This is an optimization exercise on Yosys and OpenROAD, whose aim is small area, a short achievable clock period and few clock cycles per item, not a production implementation.
At most, simulation tests tie the RTL to the original design; equivalence was not proved.
No activity file was given, so power comes from the tool's default toggle rates.

juniper:
==> flow/design.v (excerpt) <==
module yuv420_block_csc (
    input  wire        clk,
    input  wire        rst,         
    input  wire        in_valid,
    output wire        in_ready,
    input  wire [31:0] in_y,        
    input  wire [7:0]  in_u,
    input  wire [7:0]  in_v,
    output wire        out_valid,
    input  wire        out_ready,
    output wire [95:0] out_rgb      
);
For scale: roughly 1200 cells after synthesis, ~260 flip-flops, about 150 I/O pins, roughly 16000 um^2 of cells after synthesis.
==> module yuv420_block_csc, before the edit <==
module yuv420_block_csc (
    input  wire        clk,
    input  wire        rst,         
    input  wire        in_valid,
    output wire        in_ready,
    input  wire [31:0] in_y,        
    input  wire [7:0]  in_u,
    input  wire [7:0]  in_v,
    output wire        out_valid,
    input  wire        out_ready,
    output wire [95:0] out_rgb      
);
    reg        rdy;                 
    reg        a_valid;
    reg [47:0] a_d;                 
    reg        s_valid;
    reg [47:0] s_d;                 
    reg        p_valid;
    reg [31:0] p_y;
    reg [7:0]  p_dr, p_dg, p_db;    
    reg        p_pr, p_pg, p_pb;    
    reg        b_valid;
    reg        b_idle;              
    reg [95:0] b_rgb;
    wire p_x = !p_valid || b_idle;
    wire a_x = !a_valid || p_x;
    wire [7:0] b_en;
    wire [3:0] p_en;
    wire [2:0] a_en;
    genvar k;
    generate
        for (k = 0; k < 8; k = k + 1) begin : g_ben
            csc_en u_en (.a(b_idle), .b(out_ready), .y(b_en[k]));
        end
        for (k = 0; k < 4; k = k + 1) begin : g_pen
            csc_en u_en (.a(p_x), .b(out_ready), .y(p_en[k]));
        end
        for (k = 0; k < 3; k = k + 1) begin : g_aen
            csc_en u_en (.a(a_x), .b(out_ready), .y(a_en[k]));
        end
    endgenerate
    wire b_go = b_idle || out_ready;
    wire p_go = !p_valid || b_go;
    wire a_go = !a_valid || p_go;
    wire acc  = in_valid && rdy;
    assign in_ready  = rdy;
    assign out_valid = b_valid;
    assign out_rgb   = b_rgb;
    wire s_valid_n = s_valid ? !a_go : (acc && !a_go);
    wire [47:0] in_d = {in_v, in_u, in_y};
    wire [47:0] a_nx = s_valid ? s_d : in_d;
    always @(posedge clk) begin
        if (!s_valid)
            s_d <= in_d;
        if (a_en[0]) a_d[15:0]  <= a_nx[15:0];
        if (a_en[1]) a_d[31:16] <= a_nx[31:16];
        if (a_en[2]) a_d[47:32] <= a_nx[47:32];
    end
    always @(posedge clk) begin
        if (rst) begin
            rdy     <= 1'b1;
            s_valid <= 1'b0;
            a_valid <= 1'b0;
            p_valid <= 1'b0;
            b_valid <= 1'b0;
            b_idle  <= 1'b1;
        end else begin
            rdy     <= !s_valid_n;
            s_valid <= s_valid_n;
            if (a_go) a_valid <= s_valid || acc;
            if (p_go) p_valid <= a_valid;
            if (b_go) begin
                b_valid <= p_valid;
                b_idle  <= !p_valid;
            end
        end
    end
    wire [7:0] dr, dg, db;
    wire       pr, pg, pb;
    csc_chroma u_chroma (
        .u(a_d[39:32]), .v(a_d[47:40]),
        .dr(dr), .pr(pr), .dg(dg), .pg(pg), .db(db), .pb(pb)
    );
    always @(posedge clk) begin
        if (p_en[0]) begin
            p_y[15:0] <= a_d[15:0];
        end
        if (p_en[1]) begin
            p_y[31:16] <= a_d[31:16];
        end
        if (p_en[2]) begin
            p_dr <= dr;
            p_pr <= pr;
            p_dg <= dg;
            p_pg <= pg;
        end
        if (p_en[3]) begin
            p_db <= db;
            p_pb <= pb;
        end
    end
    wire [95:0] rgb;
    generate
        for (k = 0; k < 4; k = k + 1) begin : g_pix
            csc_chan u_r (.y(p_y[8*k +: 8]), .d(p_dr), .p(p_pr), .q(rgb[24*k + 16 +: 8]));
            csc_chan u_g (.y(p_y[8*k +: 8]), .d(p_dg), .p(p_pg), .q(rgb[24*k + 8  +: 8]));
            csc_chan u_b (.y(p_y[8*k +: 8]), .d(p_db), .p(p_pb), .q(rgb[24*k      +: 8]));
        end
        for (k = 0; k < 8; k = k + 1) begin : g_b
            always @(posedge clk) begin
                if (b_en[k])
                    b_rgb[12*k +: 12] <= rgb[12*k +: 12];
            end
        end
    endgenerate
endmodule
clock: 22.0 ns
lec_check: 0
cap_margin: 20
core_margin: 2
core_utilization: 65
slew_margin: 20
synth_hierarchical: 1
standard.sh (not shown) runs the stock make flow with config.mk's settings and CLKGATE_MAP_FILE= SYNTH_SCRIPT=/design/flow/synth_recipe.tcl, a recipe that flattens the netlist after the stock synthesis.
==> flow/flow/run.sh <==
#!/bin/bash
# Layout flow: the standard ORFS flow with two changes: the port buffers
# are sky130_fd_sc_hd__buf_1 cells instead of the delay cell buffer_ports picks by
# itself, and clock tree synthesis uses clkbuf_4/clkbuf_8 cells, clusters of up
# to 30 sinks and no dummy loads.
set -euo pipefail
cd "$(dirname "$0")/.."
export BUFFER_PORTS_ARGS="-buffer_cell sky130_fd_sc_hd__buf_1"
export CTS_ARGS="-sink_clustering_enable -repair_clock_nets -dont_use_dummy_load -buf_list {sky130_fd_sc_hd__clkbuf_4 sky130_fd_sc_hd__clkbuf_8} -sink_clustering_size 30"
bash standard.sh > flow_standard.log 2>&1 || { tail -50 flow_standard.log; exit 1; }
tail -5 flow_standard.log
Testbench counts of juniper, summed over its fixed seeds: cycles 16,024, items 16,000.
Relative to juniper, the following input files were edited for amber:
-- flow/design.v --
<<< juniper, line 779
    wire p_go = !p_valid || b_go;
    wire a_go = !a_valid || p_go;
    wire acc  = in_valid && rdy;
    assign in_ready  = rdy;
    assign out_valid = b_valid;
>>> amber, line 779
    wire p_go = !p_valid || b_go;
    wire a_go = !a_valid || p_go;
    wire acc  = in_valid && !s_valid;    
    assign in_ready  = rdy;
    assign out_valid = b_valid;
[summary]
Both conditions hold for amber: the flow ran to the end and the final layout passed the timing, DRC and antenna checks. The core area on juniper is in line with that on amber. Between amber and juniper, the clock latency reported for the late side of the worst-skew pair is lower for juniper. For synthesized-area fraction occupied by and/or/nand/nor cells, amber and juniper come out practically identical. Relative to juniper, the routed wire length measured on amber has decreased slightly. Wire length of the first global-routing pass down about 1.2% in amber wrt juniper. The signed area change from the synthesized netlist to the final layout was comparable across amber and juniper. For amber, the start point of the critical path was b_valid$_SDFFE_PP0P_, unlike juniper, where it was rdy$_SDFF_PP1_. Status: register share of the cell area parity (juniper, amber). Changes observed in amber relative to juniper: setup slack decreased 23 ps; portion of total power attributed to the clock network essentially unchanged.
For amber, only the layout was checked, not whether the RTL still works.

[afterwards: timing with drivers on the ports]
Ports are ideal in the flow. The routed layouts listed here were re-timed in OpenROAD. Step 1 assumes that a clkbuf_16 drives the clock port and a buf_2 every other input. Step 2 adds t to the input delays and takes it off the output delays; t is the mean of the earliest and latest rising clock arrival at the registers after step 1. Input paths then give back, and output paths get back, about the clock's delay inside the block. Slacks: no drivers / after step 1 / after step 2; pairs: no drivers / after step 1.
run	t (ns)	setup WS [ns]	hold WS [ns]	worst register clock-pin slew, ns	worst data-port slew with drivers (ns)
juniper	0.555	16.485 / 16.436 / 16.035	0.377 / 0.377 / 0.377	0.06 / 0.06	0.06
amber	0.561	16.462 / 16.416 / 16.025	0.394 / 0.394 / 0.394	0.06 / 0.06	0.06
After both steps every run listed still meets setup and hold. The setup slack of juniper, which loses most, moves by -0.049 ns with the drivers and by -0.450 ns with both steps.
